What follows belongs to an exercise in optimizing a design on an open flow for small area and a short achievable clock period; a production flow would make more cautious choices. The RTL was checked by simulation tests, not by an equivalence proof against the original design. Power is estimated from default activity; no workload was simulated.

$ cat design/flow/config.mk
export PLATFORM = sky130hd
export DESIGN_NAME = acf
export DESIGN_NICKNAME = acf
export VERILOG_FILES = /design/flow/design.v
export SDC_FILE = /design/flow/constraint.sdc
export NUM_CORES = 4
export LEC_CHECK = 0
export CAP_MARGIN = 20
export CORE_MARGIN = 2
export CORE_UTILIZATION = 40
export SLEW_MARGIN = 20
$ cat design/flow/constraint.sdc
create_clock -name core_clock -period 10.0 [get_ports {clk}]
set_input_delay 2.0000 -clock core_clock [delete_from_list [all_inputs] [get_ports {clk}]]
set_output_delay 2.0000 -clock core_clock [all_outputs]
set_load 0.01 [all_outputs]
$ cat design/flow/design.v
module acf (
    input  wire        clk,
    input  wire        rst,
    input  wire        bus_wr,
    input  wire [8:0]  bus_addr,
    input  wire [31:0] bus_wdata,
    output reg  [31:0] bus_rdata,    
    input  wire        rx_valid,
    input  wire [7:0]  rx_data,
    input  wire        line_fault,
    output wire        open_req,
    input  wire        open_ok,
    input  wire        open_fail,
    output wire        tx_valid,
    output wire [7:0]  tx_data,
    input  wire        tx_ready,
    input  wire        tick
);
    localparam integer DEPTH       = 256;     
    localparam integer SETTLE_TICKS = 50;     
    localparam integer WR_TICKS    = 2000;    
    localparam integer RD_TICKS    = 2000;    
    localparam [2:0] P_NONE    = 3'd0,
                     P_OPENING = 3'd1,
                     P_SETTLE  = 3'd2,
                     P_SEND    = 3'd3,
                     P_RDWAIT  = 3'd4,    
                     P_RDXFER  = 3'd5;    
    localparam [2:0] CC_OK = 3'd0, CC_CONN = 3'd1, CC_ILLEGAL = 3'd2;
    localparam [2:0] CA_NONE = 3'd0, CA_OPEN = 3'd1, CA_WRITE = 3'd2,
                     CA_READ = 3'd3, CA_NOTOPEN = 3'd4;
    localparam [2:0] V_OK = 3'd1, V_SHORT = 3'd2, V_CRC = 3'd3,
                     V_MARKER = 3'd4, V_COUNT = 3'd5;
    function [7:0] crc8_step(input [7:0] a, input [7:0] b);
        integer i;
        reg [7:0] x;
        begin
            x = a ^ b;
            for (i = 0; i < 8; i = i + 1)
                x = x[0] ? ((x >> 1) ^ 8'h8C) : (x >> 1);
            crc8_step = x;
        end
    endfunction
    reg [7:0]  acc;
    reg        sess;
    reg [2:0]  pend;
    reg [1:0]  txk;           
    reg [7:0]  rd_arg;        
    reg [8:0]  xfer_len;      
    reg [8:0]  xfer_idx;      
    reg [10:0] timer;         
    reg [2:0]  cc, cause;
    reg        rej_busy, aborted, rvalid, ovf, line_err;
    reg [31:0] reading;
    reg [2:0]  vcode;
    reg [7:0]  vrx, vcalc, vobs;
    reg [8:0]  rxlen;
    reg [7:0]  rxbuf [0:DEPTH-1];
    reg [7:0]  fifo  [0:DEPTH-1];
    reg [7:0]  head, tail;
    reg [8:0]  count;
    reg [7:0]  acc_n;
    reg        sess_n;
    reg [2:0]  pend_n;
    reg [1:0]  txk_n;
    reg [7:0]  rd_arg_n;
    reg [8:0]  xfer_len_n, xfer_idx_n;
    reg [10:0] timer_n;
    reg [2:0]  cc_n, cause_n;
    reg        rej_busy_n, aborted_n, rvalid_n, ovf_n, line_err_n;
    reg [31:0] reading_n;
    reg [2:0]  vcode_n;
    reg [7:0]  vrx_n, vcalc_n, vobs_n;
    reg [8:0]  rxlen_n;
    reg        fifo_push, fifo_pop, fifo_clear;
    wire [31:0] w      = bus_wdata;
    wire [7:0]  op     = w[15:8];
    wire [7:0]  arg    = w[7:0];
    wire        cmd_wr = bus_wr && (bus_addr[8:2] == 7'd0);
    wire        legal  = (w[31:16] == 16'd0) &&
                         ((op == 8'h02) || (op == 8'h13) ||
                          (arg == 8'd0 && (op == 8'h01 || op == 8'h10 || op == 8'h11 ||
                                           op == 8'h12 || op == 8'h20)));
    reg [7:0] calc;
    integer   j;
    always @(*) begin
        calc = 8'd0;
        for (j = 0; j < 12; j = j + 1)
            calc = crc8_step(calc, rxbuf[j]);
    end
    wire [15:0] raw = {rxbuf[4], rxbuf[5]};
    wire [8:0] max_len  = {1'b0, rd_arg} + 9'd1;
    wire [8:0] deliver  = (count <= max_len) ? count : max_len;
    always @(*) begin
        acc_n = acc; sess_n = sess; pend_n = pend; txk_n = txk;
        rd_arg_n = rd_arg; xfer_len_n = xfer_len; xfer_idx_n = xfer_idx;
        timer_n = timer; cc_n = cc; cause_n = cause;
        rej_busy_n = rej_busy; aborted_n = aborted; rvalid_n = rvalid;
        ovf_n = ovf; line_err_n = line_err; reading_n = reading;
        vcode_n = vcode; vrx_n = vrx; vcalc_n = vcalc; vobs_n = vobs;
        rxlen_n = rxlen;
        fifo_push = 1'b0; fifo_pop = 1'b0; fifo_clear = 1'b0;
        if (rx_valid && sess) begin
            if (count != DEPTH[8:0]) fifo_push = 1'b1;
            else                ovf_n = 1'b1;
        end
        if (line_fault && sess && pend == P_SEND) begin
            sess_n = 1'b0; fifo_clear = 1'b1; ovf_n = 1'b0; line_err_n = 1'b0;
            pend_n = P_NONE; cc_n = CC_CONN; cause_n = CA_WRITE;
        end else if (line_fault && sess && (pend == P_RDWAIT || pend == P_RDXFER)) begin
            rxlen_n = 9'd0;
            sess_n = 1'b0; fifo_clear = 1'b1; ovf_n = 1'b0; line_err_n = 1'b0;
            pend_n = P_NONE; cc_n = CC_CONN; cause_n = CA_READ;
        end else begin
            if (line_fault && sess)
                line_err_n = 1'b1;
            case (pend)
                P_OPENING:
                    if (open_ok) begin
                        sess_n = 1'b1; pend_n = P_SETTLE; timer_n = 11'd0;
                    end else if (open_fail) begin
                        pend_n = P_NONE; cc_n = CC_CONN; cause_n = CA_OPEN;
                    end
                P_SETTLE:
                    if (tick) begin
                        if (timer == SETTLE_TICKS[10:0] - 11'd1) begin
                            pend_n = P_NONE; cc_n = CC_OK; cause_n = CA_NONE;
                        end else
                            timer_n = timer + 11'd1;
                    end
                P_SEND:
                    if (tx_ready) begin
                        if (txk == 2'd3) begin
                            pend_n = P_NONE; cc_n = CC_OK; cause_n = CA_NONE;
                        end else
                            txk_n = txk + 2'd1;
                    end else if (tick) begin
                        if (timer == WR_TICKS[10:0] - 11'd1) begin
                            sess_n = 1'b0; fifo_clear = 1'b1; ovf_n = 1'b0; line_err_n = 1'b0;
                            pend_n = P_NONE; cc_n = CC_CONN; cause_n = CA_WRITE;
                        end else
                            timer_n = timer + 11'd1;
                    end
                P_RDWAIT:
                    if (count != 9'd0) begin
                        pend_n = P_RDXFER; xfer_len_n = deliver; xfer_idx_n = 9'd0;
                    end else if (tick) begin
                        if (timer == RD_TICKS[10:0] - 11'd1) begin
                            rxlen_n = 9'd0;
                            pend_n = P_NONE; cc_n = CC_OK; cause_n = CA_NONE;
                        end else
                            timer_n = timer + 11'd1;
                    end
                P_RDXFER: begin
                    fifo_pop   = 1'b1;
                    xfer_idx_n = xfer_idx + 9'd1;
                    if (xfer_idx + 9'd1 == xfer_len) begin
                        rxlen_n = xfer_len;
                        pend_n = P_NONE; cc_n = CC_OK; cause_n = CA_NONE;
                    end
                end
                default: ;
            endcase
        end
        if (cmd_wr) begin
            if (pend != P_NONE && w != 32'h0000_1100) begin
                rej_busy_n = 1'b1;                        
            end else begin
                rej_busy_n = 1'b0; aborted_n = 1'b0; cc_n = CC_OK; cause_n = CA_NONE;
                if (!legal) begin
                    cc_n = CC_ILLEGAL;
                end else begin
                    case (op)
                        8'h01: acc_n = 8'd0;
                        8'h02: acc_n = crc8_step(acc, arg);
                        8'h10: begin                       
                            sess_n = 1'b0; fifo_clear = 1'b1; ovf_n = 1'b0; line_err_n = 1'b0;
                            pend_n = P_OPENING;
                        end
                        8'h11: begin                       
                            if (pend_n != P_NONE) begin
                                aborted_n = 1'b1;
                                if (pend_n == P_RDWAIT || pend_n == P_RDXFER) rxlen_n = 9'd0;
                                pend_n = P_NONE;
                            end
                            sess_n = 1'b0; fifo_clear = 1'b1; ovf_n = 1'b0; line_err_n = 1'b0;
                        end
                        8'h12: begin                       
                            if (!sess_n) begin
                                cc_n = CC_CONN; cause_n = CA_NOTOPEN;
                            end else if (line_err_n) begin
                                sess_n = 1'b0; fifo_clear = 1'b1; ovf_n = 1'b0; line_err_n = 1'b0;
                                cc_n = CC_CONN; cause_n = CA_WRITE;
                            end else begin
                                pend_n = P_SEND; txk_n = 2'd0; timer_n = 11'd0;
                            end
                        end
                        8'h13: begin                       
                            if (!sess_n) begin
                                rxlen_n = 9'd0; cc_n = CC_CONN; cause_n = CA_NOTOPEN;
                            end else if (line_err_n) begin
                                rxlen_n = 9'd0;
                                sess_n = 1'b0; fifo_clear = 1'b1; ovf_n = 1'b0; line_err_n = 1'b0;
                                cc_n = CC_CONN; cause_n = CA_READ;
                            end else begin
                                pend_n = P_RDWAIT; rd_arg_n = arg; timer_n = 11'd0;
                            end
                        end
                        8'h20: begin                       
                            if (rxlen < 9'd13) begin
                                vcode_n = V_SHORT; vrx_n = 8'd0; vcalc_n = 8'd0; vobs_n = 8'd0;
                            end else begin
                                vrx_n = rxbuf[12]; vcalc_n = calc; vobs_n = 8'd0;
                                if (calc != rxbuf[12])
                                    vcode_n = V_CRC;
                                else if (rxbuf[2] != 8'h20) begin
                                    vcode_n = V_MARKER; vobs_n = rxbuf[2];
                                end else if (rxbuf[3] != 8'h04) begin
                                    vcode_n = V_COUNT; vobs_n = rxbuf[3];
                                end else begin
                                    vcode_n = V_OK;
                                    reading_n = raw * 32'd100;
                                    rvalid_n = 1'b1;
                                end
                            end
                        end
                        default: ;
                    endcase
                end
            end
        end
    end
    always @(posedge clk) begin
        if (rst) begin
            acc <= 8'd0; sess <= 1'b0; pend <= P_NONE; txk <= 2'd0;
            rd_arg <= 8'd0; xfer_len <= 9'd0; xfer_idx <= 9'd0; timer <= 11'd0;
            cc <= CC_OK; cause <= CA_NONE;
            rej_busy <= 1'b0; aborted <= 1'b0; rvalid <= 1'b0; ovf <= 1'b0; line_err <= 1'b0;
            reading <= 32'd0; vcode <= 3'd0; vrx <= 8'd0; vcalc <= 8'd0; vobs <= 8'd0;
            rxlen <= 9'd0;
            head <= 8'd0; tail <= 8'd0; count <= 9'd0;
        end else begin
            acc <= acc_n; sess <= sess_n; pend <= pend_n; txk <= txk_n;
            rd_arg <= rd_arg_n; xfer_len <= xfer_len_n; xfer_idx <= xfer_idx_n; timer <= timer_n;
            cc <= cc_n; cause <= cause_n;
            rej_busy <= rej_busy_n; aborted <= aborted_n; rvalid <= rvalid_n;
            ovf <= ovf_n; line_err <= line_err_n;
            reading <= reading_n; vcode <= vcode_n; vrx <= vrx_n; vcalc <= vcalc_n; vobs <= vobs_n;
            rxlen <= rxlen_n;
            if (fifo_clear) begin
                head <= 8'd0; tail <= 8'd0; count <= 9'd0;
            end else begin
                if (fifo_push) tail <= tail + 8'd1;
                if (fifo_pop)  head <= head + 8'd1;
                count <= count + {8'd0, fifo_push} - {8'd0, fifo_pop};
            end
        end
    end
    always @(posedge clk) begin
        if (fifo_push) fifo[tail] <= rx_data;
        if (!rst && fifo_pop) rxbuf[xfer_idx[7:0]] <= fifo[head];
    end
    assign open_req = (pend == P_OPENING);
    assign tx_valid = (pend == P_SEND);
    assign tx_data  = !tx_valid     ? 8'h00 :
                      (txk == 2'd0) ? 8'hAA :
                      (txk == 2'd1) ? 8'h02 :
                      (txk == 2'd2) ? 8'h20 : 8'h2E;
    wire [31:0] status = {17'd0, cause, 1'b0, cc, 2'b00,
                          ovf, rvalid, aborted, rej_busy, sess, (pend != P_NONE)};
    wire [6:0] word = bus_addr[8:2];
    reg [31:0] rd_mux;
    always @(*) begin
        case (word)
            7'd1:    rd_mux = status;
            7'd2:    rd_mux = {24'd0, acc};
            7'd3:    rd_mux = {23'd0, rxlen};
            7'd4:    rd_mux = {vobs, vcalc, vrx, 5'd0, vcode};
            7'd5:    rd_mux = reading;
            7'd6:    rd_mux = 32'h2E2002AA;
            7'd7:    rd_mux = 32'h04200D8C;
            7'd8:    rd_mux = {23'd0, count};
            default: rd_mux = 32'd0;
        endcase
        if (word[6])
            rd_mux = {rxbuf[{word[5:0], 2'd3}], rxbuf[{word[5:0], 2'd2}],
                      rxbuf[{word[5:0], 2'd1}], rxbuf[{word[5:0], 2'd0}]};
    end
    always @(posedge clk) begin
        if (rst) bus_rdata <= 32'd0;
        else     bus_rdata <= rd_mux;
    end
endmodule
$ cat design/flow/run.sh
#!/bin/bash
# synth_recipe.tcl (not shown) runs the flow's synth.tcl, then flattens the netlist and writes it again
# the make line also repeats each setting of config.mk as NAME=value (left out here)
make -C /OpenROAD-flow-scripts/flow DESIGN_CONFIG=/design/flow/config.mk WORK_HOME=/design/flow/orfs CLKGATE_MAP_FILE= SYNTH_SCRIPT=/design/flow/synth_recipe.tcl finish
==> summary.txt <==
* Status: finished clean
* Post-Synthesis Cells at 7979
* Rows at 240
* Initial antenna violation count at 13
* Max_slew headroom at 0.220
* GR Layer Usage met1 at 0.255
* Peak VDD IR at 183 uV
* Die Width at about 660 um
* Root Driver: clkbuf_16
* Avg Vias per Cell at 5.63
* First-pass GRT wire length at just under 600 mm
* Post-Route WL at between 400 and 500 mm
* HPWL Detailed at 248 mm
* DRC at 0
* Global-route met3 utilization at 0.0253
* CP cell instances: xor3_1 -> xnor3_1 -> xor3_2 -> xnor3_2 -> xnor3_1 -> xnor3_2 -> xnor2_1 -> xnor3_1 -> xnor3_1 -> xnor3_1 -> xnor3_1 -> xnor3_1 -> mux2i_1 -> o2111ai_2 -> nor4_4 -> buf_4 -> mux2i_1 -> nor2_1
* Static Leak at around 58 nW
* Busiest grt layer: met2
* Synth Flop Type: edfxtp_1
* CTS tree: done
* Comb pwr share at 0.030
* P&R area growth vs syn at 12.5%
* Initial Utilization at 0.401
* Hold WC Path Type: register to register
* Reg area at about 130000 sq um
* GR met2 Demand/Resource at 0.313
* CP most frequent cell: xnor3_1
* Fillcell total at 35300
* Setup violators final at 0
* Critical path peak fanout at 22
* Non-filler cells, final at between 10000 and 15000
* CORE AREA at ~430000 sq um
* Antenna Violating Nets Remaining at 0
* I/O Pins at 100
* Max Freq at around 130 MHz
* Ys Warns at 1
* Clk_skew at roughly 0.13 ns
* # Post-CTS Setup Buffers at 0
* Grt ovf at 0
* Clock power share at 0.430
* Hold_ws at 0.456 ns
* Flop pwr share at 0.540
* CP Launch Type: register
* Num CTS Buffers at between 400 and 500
* Footprint of the multi-input gates at 42600 sq um
* Sequential fraction of the synthesis area at 0.740
* Power Density at about 190 nW/um^2
* Number of library cell types mapped by synthesis at 74
* Final Cycle Share at 0.767
* Die Y at ~660 um
* Worst path arrival time at 8.46 ns
* Die area at about 430000 sq um
* Clock sink count at around 4300
* Placer Congestion at roughly 0.85
* IO Port Bufs at between 90 and 100
* Synth top area share at 0.718
* Final hold vios at 0
* Number of global-route vias before repair at roughly 82000
* Hold Buf Count CTS at 0
* Clk slew on worst S/H paths at roughly 0.070 ns
* CP Capture Type: register
* Most numerous cell in the Yosys netlist: edfxtp_1
* Setup TNS at 0 ns
* Synthesized area per cell at 21.5 sq um
* Slew Viols, Final at 0
* Wire length per cell at roughly 29 um
* Worst-Margin Slew at about 1.2 ns
* Crit path largest cell delay at approximately 0.58 ns
* Number of synthesized register bits at 4280
* Async S/R FF share, synth at 0
* Ratio of cells with drive above 1 in the final layout at 0.251
* CTS resizes at 0
* Fin crit period at between 7 and 8 ns
* Top cells by count, synth: edfxtp_1 (4096), mux4_2 (1352), nor2_1 (708)
* Largest buffer count on any clock path at 4
* Netlist Area Pre-Place at roughly 170000 sq um
* H-tree level count at 5
* Setup CP Type: register to register
* Number of synthesized flops with an enable pin at ~4100
* Synth area leader: edfxtp_1
* Synth area leaders: edfxtp_1 (72%), mux4_2 (18%), dfxtp_1 (2.2%)
* P_sw at 7.42 mW
* # placed instances at 13400
* Total GRT Usage at 0.186
* Critical Path RT at ~11 ns
* DR pass1 iterations at 8
* FF-to-FF setup slack at roughly 2.3 ns
* Vias after detailed routing at 80100
* Clock latency at the later pin of the worst-skew pair at just under 1 ns
* DR iter-0 viols at about 8500
* Largest net degree at the start of global routing at between 200 and 250
* Max cap viols at 0
* Power Internal at a little under 30 mW
* CP max stage cell: xnor3_2
* RSZ-0062 raised after global routing: false
* Sw Share at 0.205
* Final #Nets at between 8000 and 9000
metal layers:
layer | up-vias | share of wire
li1 | 33500 | -
met1 | 43400 | 0.41
met2 | 2573 | 0.50
met3 | 567 | 0.056
met4 | 2 | 0.026
met5 | - | 0.000032
stage by stage:
stage / worst slack [ns] / utilization / power (mW) / instance area, sq um
3_3_place_gp: 2.54 / 0.419 / 21.0 / 179000
5_1_grt: 2.05 / 0.451 / 37.3 / 193000
4_1_cts: 2.37 / 0.451 / 36.5 / 192000
6_report: 2.33 / 0.451 / 36.2 / 193000
3_5_place_dp: 2.42 / 0.419 / 21.0 / 179000
2_1_floorplan: 3.25 / - / 20.5 / 171000
path summary, 6_finish.rpt:
kind,start,cells after the start,endpoint
min,vcalc[5],2,vcalc[5]
max,rxbuf[0][2],18,reading[20]
max reg2reg,rxbuf[0][2],18,reading[20]
min reg2reg,vcalc[5],2,vcalc[5]
cells in the final DEF (no fill, tap or decap), drive strengths merged, types with 19 or more instances in the layout:
cell / n
xor2: 76
inv: 119
nand3: 82
clkdlybuf4s50: 78
mux2i: 46
bufinv: 35
nand2: 137
dfxtp: 184
o21ai: 42
clkbuf: 535
nor2: 708
clkinv: 181
a21oi: 121
xnor2: 151
ha: 91
mux4: 1352
xnor3: 76
edfxtp: 4096
buf: 130
nor3: 19
nor2b: 20
a22oi: 22
kinds of logic after synthesis:
family / share of synthesized area
xor gates and xnor gates: 0.0234
AOI/OAI and AO/OA: 0.0103
DFF: 0.740
adders and majority gates: 0.00805
and+or+nand+nor: 0.0257
other: 0.0000219
buffers and inverters: 0.0121
muxes: 0.181
registers in the layout, summed over array words and instances (netlist names), 9 cells and up, named ones only:
| name | flops |
|---|---|
| fifo | 2048 |
| rxbuf | 2048 |
| bus_rdata | 32 |
| reading | 21 |
| timer | 11 |
| count | 9 |
| rxlen | 9 |
| xfer_idx | 9 |
| xfer_len | 9 |
power by group through the flow:
stage	Sequential, mW	Clock (mW)	Combinational [mW]
2_1_floorplan	19.9	0	0.596
3_3_place_gp	19.9	0	1.08
3_5_place_dp	19.9	0	1.10
4_1_cts	19.5	15.9	1.10
5_1_grt	19.5	16.6	1.16
6_report	19.5	15.6	1.09
worst max-delay path: cells and delay by family (launching register included):
kind,cells,cell delay [ns]
xor gates and xnor gates,12,5.39
muxes,2,0.55
DFF,1,0.47
buffers and inverters,1,0.41
and+or+nand+nor,2,0.39
AOI/OAI and AO/OA,1,0.26
layout make-up:
cell class,count,area share
diodes,7,0.0000909
clock buffers,530,0.0583
clock inverters,247,0.0121
inverters,105,0.00205
multi-input cells,3155,0.221
flip-flops and latches,4280,0.658
well taps,5687,0.0369
repair buffers,213,0.0115

port drivers added, routing unchanged:
The results above use ideal ports. As a check the final layout listed here was re-extracted and re-timed, cells and wires unchanged. Step 1, drivers: a clkbuf_16 drives clk and a buf_2 each remaining input, both assumed. Step 2 times the ports against the registers' clock, not the clock port: input delays grow and output delays shrink by t, the midpoint of the rising clock arrivals with the driver on. a / b / c = no drivers / after step 1 / after step 2; a / b = the first two.
t, ns: 1.018
setup WS [ns]: 2.333 / 2.333 / 2.333
hold slack, ns: 0.456 / 0.456 / 0.456
latest minus earliest clock arrival (ns): 0.140 / 0.140
worst data-port slew with drivers (ns): 0.06
After both steps setup and hold are still met in this run. For this run, drivers alone change the setup slack by 0.000 ns; drivers and shift together by 0.000 ns.
